Context: an optimization exercise on an open-source flow, tuned for small area, a short achievable clock period and few clock cycles. The choices shown serve that exercise and are no tape-out recipe. Only simulation tests tie the RTL to the original design; equivalence was not proved.

[flow/run.sh]
#!/bin/bash
# synth_recipe.tcl (not shown) runs the flow's synth.tcl, then flattens the netlist and writes it again
# the make line also repeats each setting of config.mk as NAME=value (left out here)
make -C /OpenROAD-flow-scripts/flow DESIGN_CONFIG=/design/flow/config.mk WORK_HOME=/design/flow/orfs CLKGATE_MAP_FILE= SYNTH_SCRIPT=/design/flow/synth_recipe.tcl finish
[flow/design.v]
module sdr_frame_rx (
    input  wire        clk,
    input  wire        rst,
    input  wire        in_valid,
    output wire        in_ready,
    input  wire [7:0]  in_data,
    output reg         out_valid,
    output reg  [7:0]  out_type,
    output reg  [7:0]  out_gid,
    output reg  [7:0]  out_sid,
    output reg  [79:0] out_payload,
    output reg         crc_err
);
    localparam integer N     = 32;              
    localparam [31:0]  SYNC  = 32'h1ACFFC1D;
    localparam [31:0]  CRC_PRE = 32'hFF06CBB9;
    function automatic [1:0] sat_add(input [1:0] a, input [1:0] b);
        begin
            sat_add = ({1'b0, a} + {1'b0, b} > 3'd3) ? 2'd3 : a + b;
        end
    endfunction
    function automatic [1:0] cnt8(input [7:0] v);
        reg [1:0] p0, p1, p2, p3;
        begin
            p0 = {v[0] & v[1], v[0] ^ v[1]};
            p1 = {v[2] & v[3], v[2] ^ v[3]};
            p2 = {v[4] & v[5], v[4] ^ v[5]};
            p3 = {v[6] & v[7], v[6] ^ v[7]};
            cnt8 = sat_add(sat_add(p0, p1), sat_add(p2, p3));
        end
    endfunction
    function automatic near_sync(input [31:0] w);
        reg [31:0] x;
        begin
            x = w ^ SYNC;
            near_sync = sat_add(sat_add(cnt8(x[31:24]), cnt8(x[23:16])),
                                sat_add(cnt8(x[15:8]),  cnt8(x[7:0]))) != 2'd3;
        end
    endfunction
    function automatic [3:0] ham_dec(input [7:0] c);
        reg [2:0] syn;
        reg [3:0] d;
        begin
            syn = {c[6] ^ c[5] ^ c[3], c[6] ^ c[4] ^ c[3], c[5] ^ c[4] ^ c[3]} ^ c[2:0];
            d = c[6:3];
            case (syn)
                3'd6: d[3] = ~d[3];
                3'd5: d[2] = ~d[2];
                3'd3: d[1] = ~d[1];
                3'd7: d[0] = ~d[0];
                default: ;
            endcase
            ham_dec = d;
        end
    endfunction
    function automatic [31:0] crc_step4(input [31:0] r);
        integer i;
        begin
            for (i = 0; i < 4; i = i + 1)
                r = r[0] ? ((r >> 1) ^ 32'hEDB88320) : (r >> 1);
            crc_step4 = r;
        end
    endfunction
    function automatic [7:0] key(input [4:0] j);
        begin
            case (j)
                5'd0:  key = 8'hFE; 5'd1:  key = 8'h3B; 5'd2:  key = 8'h14;
                5'd3:  key = 8'hBE; 5'd4:  key = 8'hA8; 5'd5:  key = 8'h5B;
                5'd6:  key = 8'hCE; 5'd7:  key = 8'h56; 5'd8:  key = 8'h60;
                5'd9:  key = 8'hDA; 5'd10: key = 8'hE8; 5'd11: key = 8'hC8;
                5'd12: key = 8'h81; 5'd13: key = 8'h26; 5'd14: key = 8'h9E;
                5'd15: key = 8'hE1; 5'd16: key = 8'hFC; 5'd17: key = 8'h76;
                5'd18: key = 8'h29; 5'd19: key = 8'h7D; 5'd20: key = 8'h50;
                5'd21: key = 8'hB7; 5'd22: key = 8'h9C; 5'd23: key = 8'hAC;
                5'd24: key = 8'hC1; 5'd25: key = 8'hB5; 5'd26: key = 8'hD1;
                default: key = 8'h00;
            endcase
        end
    endfunction
    reg        rdy_q;                  
    reg        st_v;                   
    reg  [7:0] st_d;
    reg  [7:0] hist [0:N-1];           
    reg  [5:0] wp;                     
    reg  [5:0] rp;                     
    reg  [5:0] kp;                     
    assign in_ready = rdy_q;
    reg  [7:0] w [0:4];                
    reg  [2:0] wv;                     
    reg        wnew;                   
    reg        parse;                  
    reg  [2:0] sh;                     
    reg  [4:0] j;                      
    reg        rec;                    
    reg  [5:0] bpos;                   
    reg  [31:0] crc;
    reg        mf;                     
    wire [5:0] kept = wp - kp + {5'd0, st_v} + {5'd0, rdy_q};
    wire [4:0] ridx = wp[4:0] - 5'd1 - rp[4:0];
    wire       rd   = (rp != wp);
    wire [7:0] rbyte = hist[ridx];
    wire [39:0] win = {w[4], w[3], w[2], w[1], w[0]};
    reg  [7:0]  hit;
    integer     s;
    always @* begin
        for (s = 0; s < 8; s = s + 1)
            hit[s] = near_sync(win[39-s -: 32]);
    end
    wire any_hit = |hit;
    reg  [2:0] hsh;                    
    always @* begin
        hsh = 3'd0;
        for (s = 7; s >= 0; s = s - 1)
            if (hit[s]) hsh = s[2:0];
    end
    wire look  = wnew && (wv == 3'd5);
    wire found = look && !parse && any_hit;          
    wire step  = wnew && parse || found && hit[0];
    wire [2:0] ush = parse ? sh : 3'd0;
    wire [15:0] pair = {w[1], w[0]} << ush;
    wire [7:0]  abyte = (ush == 3'd0) ? w[0] : pair[15:8];
    wire [4:0]  uj = parse ? j : 5'd0;
    wire [7:0]  g  = abyte ^ key(uj);
    wire [3:0]  d  = ham_dec(g);
    wire [31:0] crc_in = crc ^ ((!uj[0] && uj <= 5'd22) ? {28'd0, d} : 32'd0);
    wire [31:0] crc_f  = crc_step4(crc_in) ^ ((uj[0] && uj <= 5'd21) ? {24'd0, d, 4'd0} : 32'd0);
    reg  [7:0]  crc_b;
    always @* begin
        case (uj[1:0])
            2'd3:    crc_b = crc_f[31:24];   
            2'd0:    crc_b = crc[23:16];     
            2'd1:    crc_b = crc[15:8];      
            default: crc_b = crc[7:0];       
        endcase
    end
    wire bmatch = (g == ~crc_b);
    wire last   = step && (uj == 5'd26);
    wire pass   = last && mf && bmatch;
    wire fail   = last && !(mf && bmatch);
    wire nhit   = parse && look && any_hit;    
    wire rewind = fail && (rec || nhit);
    integer k;
    always @(posedge clk) begin
        st_d <= in_data;
        if (st_v) begin
            hist[0] <= st_d;
            for (k = 1; k < N; k = k + 1)
                hist[k] <= hist[k-1];
        end
        if (rd) begin
            w[0] <= rbyte;
            for (k = 1; k < 5; k = k + 1)
                w[k] <= w[k-1];
        end
        if (!parse) crc <= CRC_PRE;
        else if (step && uj >= 5'd3 && uj <= 5'd23) crc <= crc_f;
        if (step) begin
            if (uj == 5'd23) mf <= bmatch;
            else mf <= mf & bmatch;
            if (uj == 5'd0) out_type <= g;
            if (uj == 5'd1) out_gid  <= g;
            if (uj == 5'd2) out_sid  <= g;
            if (uj >= 5'd3 && uj <= 5'd22) out_payload <= {out_payload[75:0], d};
        end
        if (found) sh <= hsh;
        if (found) j <= hit[0] ? 5'd1 : 5'd0;
        else if (step) j <= j + 5'd1;
        if (nhit && !rec) bpos <= rp - 6'd5;
        if (rst) begin
            rdy_q     <= 1'b0;
            st_v      <= 1'b0;
            wp        <= 6'd0;
            rp        <= 6'd0;
            kp        <= 6'd0;
            wv        <= 3'd0;
            wnew      <= 1'b0;
            parse     <= 1'b0;
            rec       <= 1'b0;
            out_valid <= 1'b0;
            crc_err   <= 1'b0;
        end else begin
            st_v  <= in_valid && rdy_q;
            wp    <= wp + {5'd0, st_v};
            rdy_q <= kept <= 6'd31;
            out_valid <= pass;
            crc_err   <= fail;
            wnew <= rd && !rewind;
            if (rewind) begin
                rp  <= rec ? bpos : rp - 6'd5;
                kp  <= rec ? bpos : rp - 6'd5;
                wv  <= 3'd0;
            end else begin
                rp <= rp + {5'd0, rd};
                if (pass) begin
                    wv <= {2'd0, sh != 3'd0} + {2'd0, rd};
                    kp <= rp - {5'd0, sh != 3'd0};
                end else begin
                    if (rd) wv <= (wv == 3'd5) ? 3'd5 : wv + 3'd1;
                    if (!(parse && (rec || nhit)) && rd && wv == 3'd5) kp <= kp + 6'd1;
                end
            end
            if (found) parse <= 1'b1;
            else if (last) parse <= 1'b0;
            if (found || last) rec <= 1'b0;
            else if (nhit) rec <= 1'b1;
        end
    end
endmodule
[flow/config.mk]
export PLATFORM = sky130hd
export DESIGN_NAME = sdr_frame_rx
export DESIGN_NICKNAME = sdr_frame_rx
export VERILOG_FILES = /design/flow/design.v
export SDC_FILE = /design/flow/constraint.sdc
export NUM_CORES = 4
export LEC_CHECK = 0
export CAP_MARGIN = 20
export CORE_MARGIN = 2
export CORE_UTILIZATION = 40
export SETUP_SLACK_MARGIN = 0.5
export SLEW_MARGIN = 20
[flow/constraint.sdc]
create_clock -name core_clock -period 22.0 [get_ports {clk}]
set_input_delay 4.4000 -clock core_clock [delete_from_list [all_inputs] [get_ports {clk}]]
set_output_delay 4.4000 -clock core_clock [all_outputs]
set_load 0.01 [all_outputs]
==> impl_results.md <==
* Run status: finished clean
* Initial antenna violation count at 0
* Pre-CTS setup slack at 14080 ps
* Yosys warning total at 3
* DRT iter0 DRCs at 1829
* CP Max Fanout at 18
* First-pass GRT wire length at 107000 µm
* Worst clock skew at 54.7 ps
* Reg2reg start: j[0]
* Final setup viols at 0
* DR pass1 iterations at 6
* Clock latency (worst-skew pair) at 630 ps
* # Post-CTS Setup Buffers at 0
* DRC at 0
* Largest net degree at the start of global routing at 81
* Mapped Cells at 2205
* TritonCTS clock tree: built
* CP startpoint kind: flip-flop
* DR vias at 17948
* Critical path arrival at 8500 ps
* Post-synthesis simple-gate area fraction at 11.2%
* Hold_sp: st_d[2]
* Fin crit period at 7950 ps
* Total Wirelength at 68300 µm
* I/O pin cnt at 118
* Post-Synth Adder-Cell Area at 18.5%
* Worst Max-Slew Pin Slew at 1180 ps
* Std cell rows at 96
* Compound-cell area share of the yosys netlist at 10.6%
* Cell area after synthesis at 27500 µm²
* Hold Buf Count CTS at 0
* Gr ovfl total at 0
* CP Class: reg -> reg
* ANT cells at 0
* Die width at 266 µm
* Post-cts resize count at 0
* DIE AREA at 70800 µm²
* Relative slew slack at 21.1%
* Vias in the first global route at 18148
* EDFF count, synth at 415
* Fin worst setup slack at 14050 ps
* Routed wire per std cell at 20.9 µm
* Worst endpoint required time at 22560 ps
* Synth Register Bits at 483
* Clk slew on worst S/H paths at 60 ps
* Sequential area share after synthesis at 50.3%
* # H-tree levels at 2
* Die Ht at 266 µm
* Number of port buffers at 117
* Vias per cell at 5.50
* Nets@finish at 2695
* TritonCTS buffer count at 53
* Async S/R FF share, synth at 0%
* CTS Sinks at 483
* Share of cells above drive strength 1 at 10.2%
* RSZ-0062 raised after global routing: no
* Area grow syn2layout at 14.4%
* Final setup TNS at 0 ps
* Half-perimeter wire length after placement at 49500 µm
* Mapped Nets at 2562
* Total GRT Usage at 19.4%
* Clk buf depth at 3
* ANT nets after route at 0
* Class of the worst hold path: reg -> reg
* Syn Area/Cell at 12.5 µm²
* Largest family of logic cells by synthesized area: adder cells
* Final GP Congestion at 0.855
* Core Footprint at 68300 µm²
* Number of distinct library cells after synthesis at 96
* CTS root buf: clkbuf_16
* Mux share of post-synthesis cell area at 1.89%
* Crit path from: j[0]
* F_max at 126 MHz
* Final hold vios at 0
* Main synth FF type: edfxtp_1
* Max-cap violations at 0
* Slew Viols, Final at 0
* Starting density of the core at 40.2%
* Critical path endpoint category: flip-flop
* Crit share post-route at 36.1%
* XOR/XNOR share of the synthesized area at 3.96%
==> synthesized netlist by cell type, types with 9 or more instances <==
cell type | count | area [µm²]
and2_1 | 28 | 175
dfxtp_1 | 68 | 1360
xor2_1 | 37 | 324
and3_1 | 12 | 75.1
a31oi_1 | 9 | 56.3
nand2b_1 | 80 | 500
a221oi_1 | 47 | 412
ha_1 | 246 | 3080
edfxtp_1 | 415 | 12500
mux2i_1 | 31 | 310
inv_1 | 173 | 649
o21ai_1 | 10 | 50.1
xnor2_1 | 63 | 552
nor2_1 | 129 | 484
clkbuf_1 | 40 | 150
nor3_1 | 25 | 125
a21oi_1 | 75 | 375
a22oi_1 | 53 | 398
fa_1 | 100 | 2000
a211oi_1 | 17 | 128
or2_2 | 91 | 569
o211ai_1 | 20 | 150
nand4_1 | 23 | 144
nor2b_1 | 19 | 119
nand3_1 | 50 | 250
nand2_1 | 97 | 364
o21ai_0 | 30 | 150
a22o_1 | 40 | 350
buf_2 | 15 | 75.1
==> logic make-up after synthesis <==
logic type	Yosys count
XOR/XNOR	110
multiplexers	45
AND/OR/NAND/NOR	587
adder cells (fa/ha/maj)	346
buffers and inverters	245
AO/OA/AOI/OAI	389
flip-flops	483
==> worst max-delay path, cell delays in order, from the launching register on <==
cell	delay (ps)
edfxtp_1	590
nand2_1	280
inv_1	210
ha_1	600
inv_1	280
a21oi_1	240
o22ai_1	120
a221oi_2	480
xor3_1	580
o21ai_0	290
a211oi_1	110
a32oi_1	540
xnor2_2	270
xnor2_1	460
xor3_1	460
o21a_1	190
a2111o_1	390
nor4b_4	790
nor2_1	470
a221o_1	410
a21oi_1	140
==> stage by stage <==
stage	hold slack (ps)	util, %	instance area (µm²)	instances
6_report	401	46.0	31500	3262
3_3_place_gp	388	43.4	29700	3163
2_1_floorplan	386	-	27500	2205
3_5_place_dp	390	43.5	29700	3164
5_1_grt	415	46.0	31500	3262
4_1_cts	404	46.0	31400	3261
==> flip-flops by register name, indices dropped and copies added (netlist names), 6 cells and up <==
signal and cells:
bpos 6, out_gid 8, st_d 8, out_sid 8, w 40, out_type 8, kp 6, hist 256
rp 6, wp 6, out_payload 80, crc 32
==> layout make-up <==
class | instances | area, µm²
timing repair buffer | 146 | 1390
clock inverter | 33 | 375
fill | 6137 | 36900
multi-input combinational | 1477 | 12700
tap | 882 | 1100
inverter | 177 | 664
clock buffer | 64 | 1370
sequential | 483 | 13800
==> worst paths after layout <==
path | to | slack (ps) | depth (start not counted)
setup / recovery | kp[1] | 14050 | 20
hold / removal | hist[0][2] | 400 | 0
setup reg to reg | kp[1] | 14050 | 20
hold reg to reg | hist[0][2] | 400 | 0
==> per-layer routing <==
| metal | part of all wire [%] | vias up | global-route usage (%) |
|---|---|---|---|
| li1 | - | 8336 | - |
| met1 | 45 | 8892 | 27.5 |
| met2 | 46 | 596 | 30.7 |
| met3 | 6.0 | 124 | 2.87 |
| met4 | 2.6 | 0 | 5.80 |
| met5 | 0 | - | 0.0693 |
==> layout by cell type (no fill, tap or decap), types with 10 or more instances in the layout <==
cell type and count:
or2_2 91, xnor2_1 63, and3_1 11, dfxtp_1 66, nand3_1 50, nand4_1 23, clkdlybuf4s50_1 117, a22oi_1 53
and2_1 28, clkbuf_16 53, xor2_1 37, mux2i_1 31, o21ai_1 10, clkbuf_1 11, clkinv_1 11, edfxtp_1 415
nor3_1 23, inv_1 172, nor2b_1 19, nand2_1 96, a21oi_1 75, nor2_1 128, fa_1 100, buf_4 28
o21ai_0 30, ha_1 246, a211oi_1 17, a221oi_1 47, a22o_1 40, o211ai_1 20, nand2b_1 80
Testbench counts, summed over its fixed seeds: cycles 22,731.

## separate check: timing with driven ports
Ports are ideal in the flow. The routed layout listed here was re-timed in OpenROAD.
Step 1 sets driving cells, clkbuf_16 on the clock port and buf_2 on the other inputs (assumed; they add their load-dependent delay and slew).
Step 2 moves the port delays by t, midway between the first and last clock arrival at a register: inputs arrive t later, outputs are due t later. That takes back most of the time a late clock gives input paths.
Three values: ideal, step 1, step 2; two values: the first two.
t, ns: 0.662
slack for setup (ns): 14.053 / 14.053 / 14.053
worst data-port slew with drivers (ns): 0.03
After both steps setup and hold are still met in this run. The setup slack of this run moves by 0.000 ns with the drivers and by 0.000 ns with both steps.
